From an optimization exercise on the open Yosys and OpenROAD flow, aimed at small area, a short achievable clock period and few clock cycles; shortcuts taken in it are not production practice. In this exercise RTL edits were held to simulation tests only and were not proved equivalent to the original. Power figures rest on the tool's default switching activity, not on a simulated workload.

==> flow/design.v <==
module lpt_calc (
    input  wire        clk,
    input  wire        rst,
    input  wire        start,      
    input  wire        op_calcp,   
    input  wire        w16,        
    input  wire [31:0] opa,        
    input  wire [31:0] opb,        
    input  wire        ack,        
    output wire        idle,       
    output wire        done,       
    output reg  [7:0]  fault,      
    output reg  [31:0] res0,
    output reg  [31:0] res1
);
    localparam [2:0] S_IDLE  = 3'd0,
                     S_SETUP = 3'd1,
                     S_MUL   = 3'd2,
                     S_DIV   = 3'd3,
                     S_CHKP  = 3'd4,
                     S_CHKT  = 3'd5,
                     S_DONE  = 3'd6;
    localparam [7:0] F_DIV0  = 8'h03,
                     F_CMP   = 8'h04,
                     F_COUNT = 8'h05;
    reg [2:0]  state;
    reg        is_p;
    reg        wide;
    reg [31:0] fval;
    reg [31:0] xval;      
    reg [2:0]  idx;       
    reg [6:0]  cnt;       
    reg [64:0] dq;        
    reg [43:0] rem;       
    reg [42:0] dsr;       
    assign done = (state == S_DONE);
    assign idle = (state == S_IDLE);
    reg [3:0] p_log2;
    reg [7:0] p_sel;
    reg       p_last;
    always @* begin
        p_log2 = 4'd0;
        p_sel  = 8'd1;
        p_last = 1'b0;
        if (!wide) begin
            case (idx)
                3'd0: begin p_log2 = 4'd0;  p_sel = 8'd1; end
                3'd1: begin p_log2 = 4'd3;  p_sel = 8'd2; end
                3'd2: begin p_log2 = 4'd5;  p_sel = 8'd3; end
                3'd3: begin p_log2 = 4'd6;  p_sel = 8'd4; end
                3'd4: begin p_log2 = 4'd7;  p_sel = 8'd5; end
                3'd5: begin p_log2 = 4'd8;  p_sel = 8'd6; end
                default: begin p_log2 = 4'd10; p_sel = 8'd7; p_last = 1'b1; end
            endcase
        end else begin
            case (idx)
                3'd0: begin p_log2 = 4'd0;  p_sel = 8'd1; end
                3'd1: begin p_log2 = 4'd3;  p_sel = 8'd2; end
                3'd2: begin p_log2 = 4'd6;  p_sel = 8'd3; end
                3'd3: begin p_log2 = 4'd8;  p_sel = 8'd4; end
                default: begin p_log2 = 4'd10; p_sel = 8'd5; p_last = 1'b1; end
            endcase
        end
    end
    wire [15:0] p_div = 16'd1 << p_log2;
    wire [43:0] trial   = {rem[42:0], dq[64]};
    wire        fits_ds = (trial >= {1'b0, dsr});
    wire [43:0] rem_nx  = fits_ds ? (trial - {1'b0, dsr}) : trial;
    wire [31:0] q32     = dq[31:0];
    wire [31:0] cmpv    = q32 - 32'd1;
    wire        cmp_ok  = (q32 != 32'd0) && (wide ? (cmpv <= 32'd65535) : (cmpv <= 32'd255));
    always @(posedge clk) begin
        if (rst) begin
            state <= S_IDLE;
            is_p  <= 1'b0;
            wide  <= 1'b0;
            fval  <= 32'd0;
            xval  <= 32'd0;
            idx   <= 3'd0;
            cnt   <= 7'd0;
            dq    <= 65'd0;
            rem   <= 44'd0;
            dsr   <= 43'd0;
            fault <= 8'd0;
            res0  <= 32'd0;
            res1  <= 32'd0;
        end else begin
            case (state)
                S_IDLE: begin
                    if (start) begin
                        is_p  <= op_calcp;
                        wide  <= w16;
                        fval  <= opa;
                        xval  <= opb;
                        idx   <= 3'd0;
                        fault <= 8'd0;
                        res0  <= 32'd0;
                        res1  <= 32'd0;
                        if (op_calcp) begin
                            if (opa == 32'd0) begin
                                fault <= F_DIV0;
                                state <= S_DONE;
                            end else begin
                                state <= S_SETUP;
                            end
                        end else begin
                            dq    <= 65'd0;
                            cnt   <= 7'd32;
                            state <= S_MUL;
                        end
                    end
                end
                S_SETUP: begin
                    dsr   <= {11'd0, fval} << (p_log2 + 4'd1);
                    dq    <= {xval, 33'd0};
                    rem   <= 44'd0;
                    cnt   <= 7'd32;
                    state <= S_DIV;
                end
                S_MUL: begin
                    dq   <= {dq[63:0], 1'b0} + (xval[31] ? {32'd0, fval, 1'b0} : 65'd0);
                    xval <= {xval[30:0], 1'b0};
                    cnt  <= cnt - 7'd1;
                    if (cnt == 7'd1) begin
                        dsr   <= 43'd1000;
                        rem   <= 44'd0;
                        cnt   <= 7'd65;
                        state <= S_DIV;
                    end
                end
                S_DIV: begin
                    rem <= rem_nx;
                    dq  <= {dq[63:0], fits_ds};
                    cnt <= cnt - 7'd1;
                    if (cnt == 7'd1)
                        state <= is_p ? S_CHKP : S_CHKT;
                end
                S_CHKP: begin
                    if (cmp_ok) begin
                        res0  <= cmpv;
                        res1  <= {p_div, 8'd0, p_sel};
                        state <= S_DONE;
                    end else if (p_last) begin
                        fault <= F_CMP;
                        state <= S_DONE;
                    end else begin
                        idx   <= idx + 3'd1;
                        state <= S_SETUP;
                    end
                end
                S_CHKT: begin
                    if (dq > 65'h7FFFFFFF) begin
                        fault <= F_COUNT;
                    end else begin
                        res0 <= dq[31:0];
                        res1 <= 32'd0;
                    end
                    state <= S_DONE;
                end
                S_DONE: begin
                    if (ack)
                        state <= S_IDLE;
                end
                default: state <= S_IDLE;
            endcase
        end
    end
endmodule
module lpt #(
    parameter integer CPU_CLOCK_HZ = 16000000
) (
    input  wire        clk,
    input  wire        rst,        
    input  wire        req,
    input  wire        we,
    input  wire [7:0]  addr,
    input  wire [1:0]  size,       
    input  wire [31:0] wdata,
    output wire        ready,
    output reg  [31:0] rdata,
    output wire [19:0] line
);
    localparam integer NLINES = 20;
    localparam [7:0] F_ILLEGAL = 8'h01, F_ACCESS = 8'h02, F_CMP    = 8'h04,
                     F_COUNT   = 8'h05, F_PIN    = 8'h06, F_NOTCFG = 8'h07,
                     F_NOCH    = 8'h08, F_UNDER  = 8'h09;
    localparam integer CMP2_Q  = CPU_CLOCK_HZ / (57600 * 2);
    localparam integer CMP1_Q  = CPU_CLOCK_HZ / (1800 * 2);
    localparam         CMP2_OK = (CMP2_Q >= 1) && (CMP2_Q <= 256);
    localparam         CMP1_OK = (CMP1_Q >= 1) && (CMP1_Q <= 65536);
    localparam integer CMP2_C  = CMP2_Q - 1;
    localparam integer CMP1_C  = CMP1_Q - 1;
    localparam [7:0]   CMP2_V  = CMP2_C[7:0];
    localparam [15:0]  CMP1_V  = CMP1_C[15:0];
    localparam [31:0]  TCOUNT_V   = 32'd5760;    
    localparam [7:0]   GATE_CYCLE = 8'd32;
    reg [31:0] arg0, arg1, res0, res1;
    reg [7:0]  fault;
    reg [1:0]  active_ch;
    reg        cfg1, ie1, mode1;
    reg [7:0]  pin1, psel1;
    reg [15:0] cmp1, ocr1, tcnt1;
    reg [31:0] budget1;
    reg        cfg2, ie2, mode2;
    reg [7:0]  pin2, psel2;
    reg [7:0]  cmp2, ocr2, tcnt2;
    reg [31:0] budget2;
    reg [31:0] tcount;
    reg [7:0]  gate;
    reg        sig_on;
    reg [NLINES-1:0] level;    
    assign line = level;
    wire bad_shape = (size != 2'b10) || (addr[1:0] != 2'b00) || (addr >= 8'h3C);
    wire wr_ok_reg = (addr == 8'h00) || (addr == 8'h04) || (addr == 8'h08);
    wire bad_acc   = bad_shape || (we && !wr_ok_reg);
    wire cmd_wr    = req && we && !bad_acc && (addr == 8'h00);
    wire [31:0] cmd = wdata;
    wire is_calcp  = ((cmd & 32'hFFFFFFEF) == 32'h1);
    wire is_calct  = (cmd == 32'h2);
    wire is_cfgc   = ((cmd & 32'hFFFF00FF) == 32'h3);
    wire is_cfgs   = ((cmd & 32'hFFFF00FF) == 32'h4);
    wire is_playc  = (cmd == 32'h5);
    wire is_plays  = (cmd == 32'h6);
    wire is_playsi = (cmd == 32'h7);
    wire is_stop   = (cmd == 32'h8);
    wire is_isplay = (cmd == 32'h9);
    wire [7:0] cmd_pin = cmd[15:8];
    wire long_cmd = cmd_wr && (fault == 8'd0) && (is_calcp || is_calct || is_plays);
    wire        calc_done;
    wire [7:0]  calc_fault;
    wire [31:0] calc_res0, calc_res1;
    wire        calc_idle;
    assign ready = long_cmd ? calc_done : 1'b1;
    wire   fire  = req && ready;
    lpt_calc u_calc (
        .clk      (clk),
        .rst      (rst),
        .start    (long_cmd && calc_idle),
        .op_calcp (is_calcp),
        .w16      (cmd[4]),
        .opa      (is_plays ? 32'd1800 : arg0),
        .opb      (is_plays ? arg0 : arg1),
        .ack      (fire || !long_cmd),
        .idle     (calc_idle),
        .done     (calc_done),
        .fault    (calc_fault),
        .res0     (calc_res0),
        .res1     (calc_res1)
    );
    always @* begin
        rdata = 32'd0;
        if (!bad_acc && !we) begin
            case (addr)
                8'h04: rdata = arg0;
                8'h08: rdata = arg1;
                8'h0C: rdata = res0;
                8'h10: rdata = res1;
                8'h14: rdata = {22'd0, mode2, mode1, (fault != 8'd0), sig_on,
                                active_ch, cfg2, cfg1, ie2, ie1};
                8'h18: rdata = {24'd0, fault};
                8'h1C: rdata = {pin1, psel1, ocr1};
                8'h20: rdata = {pin2, psel2, 8'd0, ocr2};
                8'h24: rdata = {16'd0, cmp1};
                8'h28: rdata = {24'd0, cmp2};
                8'h2C: rdata = tcount;
                8'h30: rdata = budget1;
                8'h34: rdata = budget2;
                8'h38: rdata = {24'd0, gate};
                default: rdata = 32'd0;
            endcase
        end
    end
    reg [31:0] n_arg0, n_arg1, n_res0, n_res1;
    reg [7:0]  n_fault;
    reg [1:0]  n_active;
    reg        n_cfg1, n_ie1, n_mode1;
    reg [7:0]  n_pin1, n_psel1;
    reg [15:0] n_cmp1, n_ocr1, n_tcnt1;
    reg [31:0] n_budget1;
    reg        n_cfg2, n_ie2, n_mode2;
    reg [7:0]  n_pin2, n_psel2;
    reg [7:0]  n_cmp2, n_ocr2, n_tcnt2;
    reg [31:0] n_budget2, n_tcount;
    reg [7:0]  n_gate;
    reg        n_sig;
    reg [NLINES-1:0] n_level;
    reg        ev1, ev2;
    reg [7:0]  hfault;
    wire [4:0] line1 = pin1[4:0];
    wire [4:0] line2 = pin2[4:0];
    always @* begin
        n_arg0 = arg0;   n_arg1 = arg1;   n_res0 = res0;   n_res1 = res1;
        n_fault = fault; n_active = active_ch;
        n_cfg1 = cfg1; n_ie1 = ie1; n_mode1 = mode1; n_pin1 = pin1; n_psel1 = psel1;
        n_cmp1 = cmp1; n_ocr1 = ocr1; n_budget1 = budget1;
        n_cfg2 = cfg2; n_ie2 = ie2; n_mode2 = mode2; n_pin2 = pin2; n_psel2 = psel2;
        n_cmp2 = cmp2; n_ocr2 = ocr2; n_budget2 = budget2;
        n_tcount = tcount; n_gate = gate; n_sig = sig_on;
        n_level = level;
        hfault = 8'd0;
        ev1 = 1'b0;
        n_tcnt1 = tcnt1;
        if (mode1) begin
            if (tcnt1 == ocr1) begin
                ev1 = 1'b1;
                n_tcnt1 = 16'd0;
            end else begin
                n_tcnt1 = tcnt1 + 16'd1;
            end
        end
        ev2 = 1'b0;
        n_tcnt2 = tcnt2;
        if (mode2) begin
            if (tcnt2 == ocr2) begin
                ev2 = 1'b1;
                n_tcnt2 = 8'd0;
            end else begin
                n_tcnt2 = tcnt2 + 8'd1;
            end
        end
        if (ev1 && ie1) begin
            if (budget1 != 32'd0) begin
                n_level[line1] = ~n_level[line1];
                if (!budget1[31])
                    n_budget1 = budget1 - 32'd1;
            end else begin
                n_ie1 = 1'b0;
                n_level[line1] = 1'b0;
            end
        end
        if (ev2 && ie2) begin
            if (gate != 8'd0) begin
                if (sig_on)
                    n_level[line2] = ~n_level[line2];
                if (!budget2[31] && budget2 != 32'd0) begin
                    n_budget2 = budget2 - 32'd1;
                    if (n_budget2 == 32'd0) begin
                        n_ie2 = 1'b0;
                        n_level[line2] = 1'b0;
                    end
                end
                n_gate = gate - 8'd1;
            end else if (budget2 == 32'h80000000) begin
                if (n_fault == 8'd0)
                    n_fault = F_UNDER;
            end else begin
                n_gate = GATE_CYCLE;
                n_budget2 = budget2 - 32'd1;
                n_sig = ~sig_on;
                if (n_sig)
                    n_level[line2] = ~n_level[line2];
                else
                    n_level[line2] = 1'b0;
            end
        end
        if (fire) begin
            if (bad_acc) begin
                hfault = F_ACCESS;
            end else if (we) begin
                case (addr)
                    8'h04: n_arg0 = wdata;
                    8'h08: n_arg1 = wdata;
                    8'h00: begin
                        if (n_fault == 8'd0) begin
                            if (is_calcp || is_calct) begin
                                if (calc_fault != 8'd0) begin
                                    hfault = calc_fault;
                                end else begin
                                    n_res0 = calc_res0;
                                    n_res1 = calc_res1;
                                end
                            end else if (is_cfgc) begin
                                if (cmd_pin >= 8'd20) begin
                                    hfault = F_PIN;
                                end else if (!CMP2_OK) begin
                                    hfault = F_CMP;
                                end else begin
                                    n_pin2    = cmd_pin;
                                    n_mode2   = 1'b1;
                                    n_psel2   = 8'd1;
                                    n_cmp2    = CMP2_V;
                                    n_tcount  = TCOUNT_V;
                                    n_cfg2    = 1'b1;
                                    n_active  = 2'd2;
                                end
                            end else if (is_cfgs) begin
                                if (cmd_pin >= 8'd20) begin
                                    hfault = F_PIN;
                                end else if (!CMP1_OK) begin
                                    hfault = F_CMP;
                                end else begin
                                    n_pin1    = cmd_pin;
                                    n_mode1   = 1'b1;
                                    n_psel1   = 8'd1;
                                    n_cmp1    = CMP1_V;
                                    n_cfg1    = 1'b1;
                                    n_active  = 2'd1;
                                end
                            end else if (is_playc) begin
                                if (!cfg2) begin
                                    hfault = F_NOTCFG;
                                end else begin
                                    n_ocr2    = cmp2;
                                    n_budget2 = tcount;
                                    n_gate    = GATE_CYCLE;
                                    n_sig     = 1'b1;
                                    n_ie2     = 1'b1;
                                end
                            end else if (is_plays) begin
                                if (!cfg1) begin
                                    hfault = F_NOTCFG;
                                end else if (calc_fault != 8'd0) begin
                                    hfault = F_COUNT;
                                end else begin
                                    n_ocr1    = cmp1;
                                    n_budget1 = calc_res0;
                                    n_ie1     = 1'b1;
                                end
                            end else if (is_playsi) begin
                                if (!cfg1) begin
                                    hfault = F_NOTCFG;
                                end else begin
                                    n_ocr1    = cmp1;
                                    n_budget1 = 32'hFFFFFFFF;
                                    n_ie1     = 1'b1;
                                end
                            end else if (is_stop) begin
                                if (active_ch == 2'd0) begin
                                    hfault = F_NOCH;
                                end else if (active_ch == 2'd1) begin
                                    n_ie1 = 1'b0;
                                    n_level[line1] = 1'b0;
                                end else begin
                                    n_ie2 = 1'b0;
                                    n_level[line2] = 1'b0;
                                end
                            end else if (is_isplay) begin
                                if (active_ch == 2'd0)
                                    hfault = F_NOCH;
                                else
                                    n_res0 = {31'd0, (active_ch == 2'd1) ? n_ie1 : n_ie2};
                            end else begin
                                hfault = F_ILLEGAL;
                            end
                        end
                    end
                    default: ;
                endcase
            end
            if (n_fault == 8'd0)
                n_fault = hfault;
        end
    end
    always @(posedge clk) begin
        if (rst) begin
            arg0 <= 32'd0; arg1 <= 32'd0; res0 <= 32'd0; res1 <= 32'd0;
            fault <= 8'd0; active_ch <= 2'd0;
            cfg1 <= 1'b0; ie1 <= 1'b0; mode1 <= 1'b0; pin1 <= 8'd0; psel1 <= 8'd0;
            cmp1 <= 16'd0; ocr1 <= 16'd0; tcnt1 <= 16'd0; budget1 <= 32'd0;
            cfg2 <= 1'b0; ie2 <= 1'b0; mode2 <= 1'b0; pin2 <= 8'd0; psel2 <= 8'd0;
            cmp2 <= 8'd0; ocr2 <= 8'd0; tcnt2 <= 8'd0; budget2 <= 32'd0;
            tcount <= 32'd0; gate <= 8'd0; sig_on <= 1'b0;
        end else begin
            level <= n_level;
            arg0 <= n_arg0; arg1 <= n_arg1; res0 <= n_res0; res1 <= n_res1;
            fault <= n_fault; active_ch <= n_active;
            cfg1 <= n_cfg1; ie1 <= n_ie1; mode1 <= n_mode1; pin1 <= n_pin1; psel1 <= n_psel1;
            cmp1 <= n_cmp1; ocr1 <= n_ocr1; tcnt1 <= n_tcnt1; budget1 <= n_budget1;
            cfg2 <= n_cfg2; ie2 <= n_ie2; mode2 <= n_mode2; pin2 <= n_pin2; psel2 <= n_psel2;
            cmp2 <= n_cmp2; ocr2 <= n_ocr2; tcnt2 <= n_tcnt2; budget2 <= n_budget2;
            tcount <= n_tcount; gate <= n_gate; sig_on <= n_sig;
        end
    end
endmodule
==> flow/run.sh <==
#!/bin/bash
# synth_recipe.tcl (not shown) runs the flow's synth.tcl, then flattens the netlist and writes it again
# the make line also repeats each setting of config.mk as NAME=value (left out here)
make -C /OpenROAD-flow-scripts/flow DESIGN_CONFIG=/design/flow/config.mk WORK_HOME=/design/flow/orfs CLKGATE_MAP_FILE= SYNTH_SCRIPT=/design/flow/synth_recipe.tcl finish
==> flow/config.mk <==
export PLATFORM = sky130hd
export DESIGN_NAME = lpt
export DESIGN_NICKNAME = lpt
export VERILOG_FILES = /design/flow/design.v
export SDC_FILE = /design/flow/constraint.sdc
export NUM_CORES = 4
export LEC_CHECK = 0
export CAP_MARGIN = 20
export CORE_MARGIN = 2
export CORE_UTILIZATION = 40
export PLACE_DENSITY = 0.6
export SLEW_MARGIN = 20
==> flow/constraint.sdc <==
create_clock -name core_clock -period 10.0 [get_ports {clk}]
set_input_delay 2.0000 -clock core_clock [delete_from_list [all_inputs] [get_ports {clk}]]
set_output_delay 2.0000 -clock core_clock [all_outputs]
set_load 0.01 [all_outputs]
==> summary.txt <==
## cell usage after synthesis (106+ instances only)
library cell / instances
nand2_1: 684
dfxtp_1: 528
nor2_1: 444
a21oi_1: 419
clkbuf_1: 267
o21ai_0: 239
nand3_1: 193
mux2i_1: 136
inv_1: 121
xnor2_1: 109
nor3_1: 107
ha_1: 106
## worst max-delay path, delay by kind of cell
| family | cells | cell delay, ns |
|---|---|---|
| simple gates | 4 | 1.84 |
| buf+inv | 3 | 1.41 |
| compound gates | 1 | 0.29 |
## worst paths after layout
| check | endpoint | slack [ns] | cells after the start |
|---|---|---|---|
| hold reg to reg | res1[23]$_SDFFE_PP0P_ | 0.45 | 2 |
| hold / removal | res1[23]$_SDFFE_PP0P_ | 0.45 | 2 |
| setup reg to reg | level[19]$_DFFE_PN_ | 5.02 | 11 |
| setup / recovery | ready | 2.46 | 8 |
## stage by stage
step	hold WS, ns	setup slack [ns]	utilization
final	0.4512	2.455	0.4487
after floorplan	0.4313	3.941	-
after CTS	0.4529	2.511	0.4482
after detailed placement	0.4456	2.524	0.4232
after global routing	0.4671	2.349	0.4485
after global placement	0.4421	2.477	0.4231
## registers in the layout, summed over array words and instances, names as in the netlist, 8 cells and up
name / cells
u_calc.dq: 65
u_calc.dsr: 43
u_calc.rem: 43
arg0: 32
arg1: 32
budget1: 32
budget2: 32
res0: 32
u_calc.fval: 32
u_calc.res0: 32
u_calc.xval: 32
level: 20
res1: 19
u_calc.res1: 19
tcnt1: 16
fault: 8
gate: 8
pin1: 8
pin2: 8
tcnt2: 8
## cell type report
| cell class | instances | area (µm²) |
|---|---|---|
| Antenna cell | 7 | 17.52 |
| Clock buffer | 88 | 1857 |
| Clock inverter | 31 | 277.8 |
| Fill cell | 8681 | 46950 |
| Inverter | 123 | 461.7 |
| Multi-Input combinational cell | 3547 | 21490 |
| Sequential cell | 548 | 11170 |
| Tap cell | 1144 | 1431 |
| Timing Repair Buffer | 166 | 1496 |
## power by group through the flow
stage | sequential [mW] | clock, mW | combinational [mW]
6_report | 2.21 | 2.43 | 0.124
3_5_place_dp | 2.26 | 0 | 0.121
2_1_floorplan | 2.26 | 0 | 0.0612
3_3_place_gp | 2.26 | 0 | 0.121
5_1_grt | 2.21 | 2.55 | 0.131
4_1_cts | 2.21 | 2.46 | 0.121
## logic make-up (layout without fill, tap and decap cells)
logic type	after synthesis	in the layout	synth area share
buf+inv	450	408	0.05236
flops	548	548	0.3253
other cells	0	7	0
xor+xnor	192	192	0.04897
mux	147	147	0.04423
fa+ha+maj	108	108	0.03979
simple gates	1834	1834	0.2478
compound gates	1266	1266	0.2415
## metal layers
layer  GRT usage  up-vias  routed length (µm)
met5    0.001623        -                   8
met3     0.07084      279               13440
li1            -    16352                   -
met2      0.4257     1586               57010
met1      0.4243    16808               60460
met4      0.1016        2                4961
## placed cells by master (no fill, tap or decap), types with 100 or more instances in the layout
master | synthesis | final
xnor2_1 | 109 | 108
mux2i_1 | 136 | 136
ha_1 | 106 | 104
inv_1 | 121 | 120
nand3_1 | 193 | 192
nand2_1 | 684 | 684
dfxtp_1 | 528 | 528
a222oi_1 | 100 | 100
o21ai_0 | 239 | 238
a21oi_1 | 419 | 418
nor3_1 | 107 | 106
nor2_1 | 444 | 434
==> impl_metrics.yaml <==
global_route:
  grt_antenna_before_repair: 8
  grtUsageTotal: 0.2946
  grt_pass1_vias: 31433
  grt_max_degree: 101
  grt_pass1_wl_um: 202600
  grt_overflow: 0
critical_path:
  crit_chain: "clkdlybuf4s50_1 -> or4_1 -> or4_1 -> or4_4 -> nor2_2 -> buf_4 -> o211ai_1 -> clkdlybuf4s50_1"
  start_kind: "primary input"
  r2r-start: "ocr1[8]$_SDFFE_PP0P_"
  slowest_delay_ns: 0.67
  crit_slowest_cell: "or4_1"
  critPathKind: "in -> out"
  arrival_ns: 5.54
  crit_path_end_kind: "output port"
  crit_fanout: 38
  critPathLaunch: "wdata[8]"
  required_ns: 8.00
min_path:
  hp-class: "reg -> reg"
  min-delay-start: "u_calc.res1[23]$_SDFFE_PP0P_"
die:
  die_x_um: 297
  fp.dieH_um: 297
  ios: 99
  start_util: 0.4033
  rows: 107
  die_area_mm2: 0.08821
  core_mm2: 0.08515
drt:
  via_per_inst: 6.195
  routedWlPerCell_um: 24.03
  routed_wirelength_um: 135900
  firstDrtPassIters: 9
  drc: 0
  first_iter_violations: 4843
  vias: 35027
  ant_nets: 0
synthesis:
  synth_cells: 4545
  ys_ff_latch: 548
  avgSynthCellArea_um2: 7.555
  yosysTopAreaCellShare: 0.3078
  synthTopCellsByArea: "dfxtp_1 31%, nand2_1 7.5%, a21oi_1 6.1%"
  yosys.cell_types.count: 102
  synth_fp_nets: 4699
  synthArstFlopShare: 0
  synth-edff-count: 20
  yosysSeqAreaShare: 0.3253
  yosys.area.top_type: "dfxtp_1"
  ys_warn_count: 2
  synth_flop_cell: "dfxtp_1"
  synth_area_mm2: 0.03434
timing:
  rsz0062_at_grt: "false"
  slew_headroom: 0.2097
  timing.final.crit_share: 0.7545
  fmax_mhz: 132.5
  finalSetupTns_ns: 0
  tightest_slew_ns: 1.176
  hold_viol: 0
  setup_viol_count_final: 0
  skew_ns: 0.02570
  period_minus_slack_ns: 7.545
  final_max_slew_viol_count: 0
pwr:
  power.density_mw_per_mm2: 124.5
  p_int_mw: 3.618
  p_leak_nw: 13.48
  switching_power_mw: 1.139
  ir_worst_vdd_mv: 0.1404
  pwr-share-comb: 0.026
  sw_frac_of_total: 0.2395
  fin_total_pwr_mw: 4.758
  pwr-share-clk: 0.510
  power.share.sequential: 0.464
clocking:
  ctsLongestPathBuffers: 3
  cts_tree: "built"
  clkSinkCount: 548
  h-tree-depth: 3
  cts_made_buffers: 67
  clk_pin_slew_ns: 0.06
  cts_root_buf: "clkbuf_16"
  cts_resized: 0
  cts_hold_buf: 0
  postCtsSetupRepairBufs: 0
  clock_latency_ns: 0.64
placement:
  port_buffers: 98
  post-place-cells: 5528
  gp_congestion: 1.007
  dp_hpwl_um: 99940
  dpl-instance-area_mm2: 0.03603
run:
  drv_cap: 0
status:
  status: "complete, no violations"
cells_and_area:
  area_delta_synth_final_pct: 11.25
  nets: 4607
  design_area_mm2: 0.03820
  layoutNonFillerInstCount: 5654
  drive_above_1_share: 0.06018
Testbench counts, summed over its fixed seeds: cycles 33,871.

-- afterwards: timing with drivers on the ports --
The flow's constraints put no driver on any port. The routed layout listed below was extracted and timed again, unchanged, in two steps.
Step 1, drivers: a clkbuf_16 drives clk and a buf_2 each remaining input, both assumed.
Step 2 times the ports against the registers' clock, not the clock port: input delays grow and output delays shrink by t, the midpoint of the rising clock arrivals with the driver on.
Slacks: ideal ports / drivers / drivers and shift; pairs: ideal ports / drivers.
shift t [ns]: 0.698
slack for setup (ns): 2.455 / 2.426 / 2.426
worst setup path after step 2: input to output
latest minus earliest clock arrival (ns): 0.031 / 0.031
worst register clock-pin slew, ns: 0.07 / 0.07
After both steps setup and hold are still met in this run. The setup slack of this run moves by -0.029 ns with the drivers and by -0.029 ns with both steps.
